This is an optimization exercise on Yosys and OpenROAD, whose aim is small area, not a production implementation. RTL that was checked went through simulation tests only; none was proved equivalent to the original. Power and IR drop assume default switching activity.

== build 91 ==
// inv16_core
module inv16_core (
    input  wire         clk,
    input  wire         rst,           
    input  wire         start,
    input  wire [15:0]  nsteps,
    output wire         busy,
    input  wire         hw_we,
    input  wire [4:0]   hw_sel,
    input  wire [15:0]  hw_data,
    output wire [255:0] regs,
    output wire [15:0]  pc_o,
    output wire         dir_o,
    output wire [1:0]   err_o,
    output wire         halted_o,
    output wire         brk_o,
    output wire         mem_req,
    output wire         mem_we,
    output wire [15:0]  mem_addr,
    output wire [15:0]  mem_wdata,
    input  wire         mem_ack,
    input  wire [15:0]  mem_rdata
);
==> flow/config.mk <==
export PLATFORM = sky130hd
export DESIGN_NAME = inv16_core
export DESIGN_NICKNAME = inv16_core
export VERILOG_FILES = /design/flow/design.v
export SDC_FILE = /design/flow/constraint.sdc
export NUM_CORES = 4
export LEC_CHECK = 0
export CAP_MARGIN = 20
export CORE_MARGIN = 2
export CORE_UTILIZATION = 40
export SLEW_MARGIN = 20
==> flow/constraint.sdc <==
create_clock -name core_clock -period 11.0 [get_ports {clk}]
set_input_delay 2.2000 -clock core_clock [delete_from_list [all_inputs] [get_ports {clk}]]
set_output_delay 2.2000 -clock core_clock [all_outputs]
set_load 0.01 [all_outputs]
standard.sh (not shown) runs the stock make flow with config.mk's settings and CLKGATE_MAP_FILE= SYNTH_SCRIPT=/design/flow/synth_recipe.tcl, a recipe that flattens the netlist after the stock synthesis.
==> flow/flow/run.sh <==
#!/bin/bash
# Layout: the standard flow (standard.sh) unchanged, except that the
# buffer put on every input and output port is the platform's smallest
# buffer cell instead of the one buffer_ports picks by default, and that
# clock tree synthesis adds no dummy loads.
set -euo pipefail
export BUFFER_PORTS_ARGS="-buffer_cell sky130_fd_sc_hd__buf_1"
export CTS_ARGS="-sink_clustering_enable -repair_clock_nets -dont_use_dummy_load -sink_clustering_size 25 -sink_clustering_max_diameter 80"
bash standard.sh > standard.log 2>&1
Relative to build 91, the following input files were edited for build 16:
==> flow/flow/run.sh <==
#!/bin/bash
# Layout: the standard flow (standard.sh) unchanged, except that the
# buffer put on every input and output port is the platform's smallest
# buffer cell instead of the one buffer_ports picks by default.
set -euo pipefail
export BUFFER_PORTS_ARGS="-buffer_cell sky130_fd_sc_hd__buf_1"
bash standard.sh > standard.log 2>&1
### Flow results
[compare] base=build 91 new=build 16: via count went up by 232; total power went up by 8.4%; slew at the pin closest to its max-slew limit went up by 0.042 ns; global-route wire length before repair went up by 0.49%.
--- input diff build 16..build 98 ---
==> flow/flow/run.sh <==
#!/bin/bash
# Layout: the standard flow (standard.sh) unchanged, except that the
# buffer put on every input and output port is the platform's smallest
# buffer cell instead of the one buffer_ports picks by default, and that
# clock tree synthesis adds no dummy loads.
set -euo pipefail
export BUFFER_PORTS_ARGS="-buffer_cell sky130_fd_sc_hd__buf_1"
export CTS_ARGS="-sink_clustering_enable -repair_clock_nets -dont_use_dummy_load -sink_clustering_size 16 -sink_clustering_max_diameter 60 -buf_list sky130_fd_sc_hd__clkbuf_8"
bash standard.sh > standard.log 2>&1
-- flow/config.mk --
<<< build 16, line 9
export CORE_MARGIN = 2
export CORE_UTILIZATION = 40
export SLEW_MARGIN = 20
>>> build 98, line 9
export CORE_MARGIN = 2
export CORE_UTILIZATION = 60
export SLEW_MARGIN = 20
export SYNTH_HIERARCHICAL = 1
export SYNTH_MINIMUM_KEEP_SIZE = 0
Results
Build 98: full flow OK, the timing, design-rule and antenna checks passed
The run showing the smaller full die area is build 98.
Relative to build 16, clock network fraction of total power decreased by 8.4 points in build 98.
Between build 98 and build 16, share of the core filled with cells is higher for build 98, build 16 comes in under that.
The synthesized cell count of build 98 falls short of that of build 16 by 38.
The higher count of multi-input combinational gates of build 98 and build 16 is in build 16.
Re fraction of area in registers: build 16 was lower than build 98.
Relative to build 16, final area has decreased by about 7% in build 98.
[inputs] build 11 vs build 98
==> flow/flow/run.sh <==
#!/bin/bash
# Layout: the standard flow (standard.sh) unchanged, except that the
# buffer put on every input and output port is the platform's smallest
# buffer cell instead of the one buffer_ports picks by default, and that
# clock tree synthesis adds no dummy loads.
set -euo pipefail
export BUFFER_PORTS_ARGS="-buffer_cell sky130_fd_sc_hd__buf_1"
export CTS_ARGS="-sink_clustering_enable -repair_clock_nets -dont_use_dummy_load -sink_clustering_size 20 -sink_clustering_max_diameter 70 -buf_list sky130_fd_sc_hd__clkbuf_8"
bash standard.sh > standard.log 2>&1
## What came out
- Diff build 98 -> build 11: fraction of standard cell area in multi-input logic comparable; fraction of power spent switching nets now larger; routed wire length comparable; top achievable clock speed now smaller.
- Re area fraction in and, or, nand and nor cells after synthesis: no difference whatsoever between build 98 and build 11.
- Build 11 vs. build 98: count of clock buffers in the final design went down by 6.
- For total length of routed met2 wires, build 98 and build 11 come out practically identical.
Here is what was changed in the inputs of build 80 compared with build 11.
==> flow/flow/run.sh <==
#!/bin/bash
# Layout: the standard flow (standard.sh) unchanged, except that the
# buffer put on every input and output port is the platform's smallest
# buffer cell instead of the one buffer_ports picks by default, and that
# clock tree synthesis adds no dummy loads.
set -euo pipefail
export BUFFER_PORTS_ARGS="-buffer_cell sky130_fd_sc_hd__buf_1"
export CTS_ARGS="-sink_clustering_enable -repair_clock_nets -dont_use_dummy_load -sink_clustering_size 16 -sink_clustering_max_diameter 60 -buf_list sky130_fd_sc_hd__clkbuf_8"
bash standard.sh > standard.log 2>&1
-- flow/config.mk --
<<< build 11, line 9
export CORE_MARGIN = 2
export CORE_UTILIZATION = 60
export SLEW_MARGIN = 20
>>> build 80, line 9
export CORE_MARGIN = 2
export CORE_UTILIZATION = 40
export SLEW_MARGIN = 20
==> comparison <==
| register-to-register slack | lower: build 11 |. Between build 11 and build 80, die area increased. The fraction of power consumed by sequential logic of build 80 is lower than that of build 11. Post-synthesis to final-layout area growth: build 80 > build 11. Build 80 does worse than build 11 on total power after layout. Build 80: arrival time reported for the critical path endpoint lower than build 11. Compared with build 11, the router placed fewer vias in build 80. Going from build 11 to build 80, the setup slack was found to have gone up by 0.38 ns. Build 80 vs build 11: global-route wire length before repair up by a little under 10%.

* * *

## job 574
Another version of the RTL of inv16_core (not shown whole).
For scale: about 1500 cells after synthesis, about 370 I/O pins.
==> flow/config.mk <==
export PLATFORM = sky130hd
export DESIGN_NAME = inv16_core
export DESIGN_NICKNAME = inv16_core
export VERILOG_FILES = /design/flow/design.v
export SDC_FILE = /design/flow/constraint.sdc
export NUM_CORES = 4
export LEC_CHECK = 0
export CAP_MARGIN = 20
export CORE_MARGIN = 2
export CORE_UTILIZATION = 40
export GPL_TIMING_DRIVEN = 0
export SLEW_MARGIN = 20
==> flow/constraint.sdc <==
create_clock -name core_clock -period 11.0 [get_ports {clk}]
set_input_delay 2.2000 -clock core_clock [delete_from_list [all_inputs] [get_ports {clk}]]
set_output_delay 2.2000 -clock core_clock [all_outputs]
set_load 0.01 [all_outputs]
==> flow/flow/run.sh <==
#!/bin/bash
# Layout: the standard flow (standard.sh) unchanged, except that the
# buffer put on every input and output port is the platform's smallest
# buffer cell instead of the one buffer_ports picks by default.
set -euo pipefail
export BUFFER_PORTS_ARGS="-buffer_cell sky130_fd_sc_hd__buf_1"
bash standard.sh > standard.log 2>&1
Job 574 ended with every stage complete and zero timing, DRC or antenna violations.
Relative to job 574, the following input files were edited for job 825:
--- a/flow/config.mk
+++ b/flow/config.mk
@@ -11 +10,0 @@
-export GPL_TIMING_DRIVEN = 0
==> comparison <==
- Comparing job 825 and job 574, the lower cell area after placement is on job 574.
- | detailed-routing wirelength on met1 | job 825 vs job 574 | 1100 um higher |
- Job 574 and job 825 ended up with roughly the same sequential power.
- Between job 825 and job 574, the maximum frequency does not differ in any meaningful way.
- Summary: with job 574 as the reference, non-clock buffer count in job 825 moved down slightly.
No functional check of the RTL was part of any run of this note.

* * *

inv16_core with an RTL version that a note above also has.
Size in the first run: roughly 1400 cells after synthesis, about 370 I/O pins, ~17000 sq um of cells after synthesis.
clock: 11.0 ns
lec_check: 0
cap_margin: 20
core_margin: 2
core_utilization: 40
slew_margin: 20
==> flow/flow/run.sh <==
#!/bin/bash
# Layout: the standard flow (standard.sh) unchanged, except that the
# buffer put on every input and output port is the platform's smallest
# buffer cell instead of the one buffer_ports picks by default, and that
# clock tree synthesis adds no dummy loads.
set -euo pipefail
export BUFFER_PORTS_ARGS="-buffer_cell sky130_fd_sc_hd__buf_1"
export CTS_ARGS="-sink_clustering_enable -repair_clock_nets -dont_use_dummy_load"
bash standard.sh > standard.log 2>&1
Rerun with:
--- a/flow/flow/run.sh
+++ b/flow/flow/run.sh
@@ -7,3 +7,3 @@
 export BUFFER_PORTS_ARGS="-buffer_cell sky130_fd_sc_hd__buf_1"
-export CTS_ARGS="-sink_clustering_enable -repair_clock_nets -dont_use_dummy_load"
+export CTS_ARGS="-sink_clustering_enable -repair_clock_nets -dont_use_dummy_load -sink_clustering_size 25 -sink_clustering_max_diameter 80"
 bash standard.sh > standard.log 2>&1
- CORE_UTILIZATION: 40 -> 60
- SYNTH_HIERARCHICAL: unset -> 1
- SYNTH_MINIMUM_KEEP_SIZE: unset -> 0
Result:
- final area goes down by about 6%
- wire length goes down by 17%
- synthesized cell count goes down by 2.7%

* * *

## run 1
inv16_core again, from the RTL that the note above started with.
clock: 11.0 ns
lec_check: 0
cap_margin: 20
core_margin: 2
core_utilization: 40
slew_margin: 20
synth_hierarchical: 1
synth_minimum_keep_size: 0
==> flow/flow/run.sh <==
#!/bin/bash
# Layout: the standard flow (standard.sh) unchanged, except that the
# buffer put on every input and output port is the platform's smallest
# buffer cell instead of the one buffer_ports picks by default, and that
# clock tree synthesis adds no dummy loads.
set -euo pipefail
export BUFFER_PORTS_ARGS="-buffer_cell sky130_fd_sc_hd__buf_1"
export CTS_ARGS="-sink_clustering_enable -repair_clock_nets -dont_use_dummy_load -sink_clustering_size 25 -sink_clustering_max_diameter 80"
bash standard.sh > standard.log 2>&1
Input changes introduced in run 2 (baseline for comparison: run 1):
Settings: a deleted SYNTH_HIERARCHICAL that had been 1; a deleted SYNTH_MINIMUM_KEEP_SIZE that had been 0.
--- a/flow/flow/run.sh
+++ b/flow/flow/run.sh
@@ -7,3 +7,3 @@
 export BUFFER_PORTS_ARGS="-buffer_cell sky130_fd_sc_hd__buf_1"
-export CTS_ARGS="-sink_clustering_enable -repair_clock_nets -dont_use_dummy_load -sink_clustering_size 25 -sink_clustering_max_diameter 80"
+export CTS_ARGS="-sink_clustering_enable -repair_clock_nets -dont_use_dummy_load -sink_clustering_size 30 -sink_clustering_max_diameter 100"
 bash standard.sh > standard.log 2>&1
## What came out
Compared with run 1, in run 2 cell area grew by 370 µm²; core utilization grew by 0.56 points.
Summary of run 2 over run 1: total power after layout rose by 0.52%; routed length on met2 rose by 1.5 mm; synthesized cell count rose by about 2.7%.
The following lists how run 3 was set up differently from run 2:
Settings: putting GPL_TIMING_DRIVEN at 0 where nothing was set.
==> flow/flow/run.sh <==
#!/bin/bash
# Layout: the standard flow (standard.sh) unchanged, except that the
# buffer put on every input and output port is the platform's smallest
# buffer cell instead of the one buffer_ports picks by default.
set -euo pipefail
export BUFFER_PORTS_ARGS="-buffer_cell sky130_fd_sc_hd__buf_1"
bash standard.sh > standard.log 2>&1
[summary]
From run 2 to run 3 the numbers moved as follows: maximum fanout encountered on the critical timing path fell 20%, placed wire-length estimate rose 2.5%. Length of the first detailed-routing pass in iterations: run 3 vs run 2 up 1.

* * *

inv16_core, a different RTL version from the one above (not shown whole).
Size in the first run: ~1500 cells after synthesis, about 370 I/O pins, ~18000 sq um of cells after synthesis.
export LEC_CHECK = 0
export CAP_MARGIN = 20
export CORE_MARGIN = 2
export CORE_UTILIZATION = 40
export GPL_TIMING_DRIVEN = 0
export SLEW_MARGIN = 20
create_clock -name core_clock -period 11.0 [get_ports {clk}]
run.sh (not shown) runs the stock make flow with config.mk's settings and CLKGATE_MAP_FILE= SYNTH_SCRIPT=/design/flow/synth_recipe.tcl, a recipe that flattens the netlist after the stock synthesis.
Stock flow here: none of the scripts above is used.
The baseline produced a layout that fails on negative setup slack.
Edit:
Settings changed: GPL_TIMING_DRIVEN 0 to not set, SYNTH_HIERARCHICAL set to 1, SYNTH_MINIMUM_KEEP_SIZE set to 0.
The new run finished with negative setup slack left.
Setup slack loses 430 ps.
Utilization went up by 2.9 points.
Final area went up by about 1.2%.
Cell count went down by 1.7%.
Sequential share of layout area went down by 0.44 points.
Wire length went down by about 13%.
Clock-buffer cell count went up by 3.
No functional check of the RTL was part of any run of this note.

==> re-timing with driven ports <==
How much do the figures lean on ideal ports? The routed layouts below were timed once more, with nothing changed but the port constraints.
Step 1, drivers: a clkbuf_16 drives clk and a buf_2 each remaining input, both assumed.
Step 2 adds t to the input delays and takes it off the output delays; t is the mean of the earliest and latest rising clock arrival at the registers after step 1. Input paths then give back, and output paths get back, about the clock's delay inside the block.
a / b / c = ideal / step 1 / step 2; a / b = the first two.
| run | t, ns | setup WS [ns] | latest minus earliest clock arrival (ns) |
|---|---|---|---|
| build 91 | 0.609 | 0.844 / 0.844 / 0.844 | 0.095 / 0.095 |
| build 16 | 0.617 | 0.825 / 0.825 / 0.825 | 0.031 / 0.031 |
| build 98 | 0.648 | 0.818 / 0.818 / 0.818 | 0.108 / 0.108 |
| build 11 | 0.635 | 0.734 / 0.734 / 0.734 | 0.083 / 0.083 |
| build 80 | 0.699 | 1.111 / 1.111 / 1.111 | 0.112 / 0.112 |
| job 574 | 0.629 | 0.155 / 0.155 / -0.293 | 0.028 / 0.028 |
| job 825 | 0.623 | 0.184 / 0.184 / -0.126 | 0.023 / 0.023 |
| the first run of note 3 | 0.594 | 0.827 / 0.827 / 0.827 | 0.049 / 0.048 |
| the second run of note 3 | 0.561 | 0.730 / 0.730 / 0.730 | 0.110 / 0.111 |
| run 1 | 0.609 | 1.112 / 1.112 / 1.112 | 0.091 / 0.091 |
| run 2 | 0.585 | 0.889 / 0.889 / 0.889 | 0.129 / 0.130 |
| run 3 | 0.621 | 0.404 / 0.404 / 0.404 | 0.040 / 0.039 |
| the first run of note 5 | 0.621 | -0.015 / -0.015 / -0.524 | 0.029 / 0.029 |
| the second run of note 5 | 0.623 | -0.446 / -0.438 / -1.042 | 0.023 / 0.024 |
With both steps, setup timing fails in job 574 and job 825, where it was met with ideal ports. The setup slack of the second run of note 5, which loses most, moves by +0.008 ns with the drivers and by -0.596 ns with both steps.
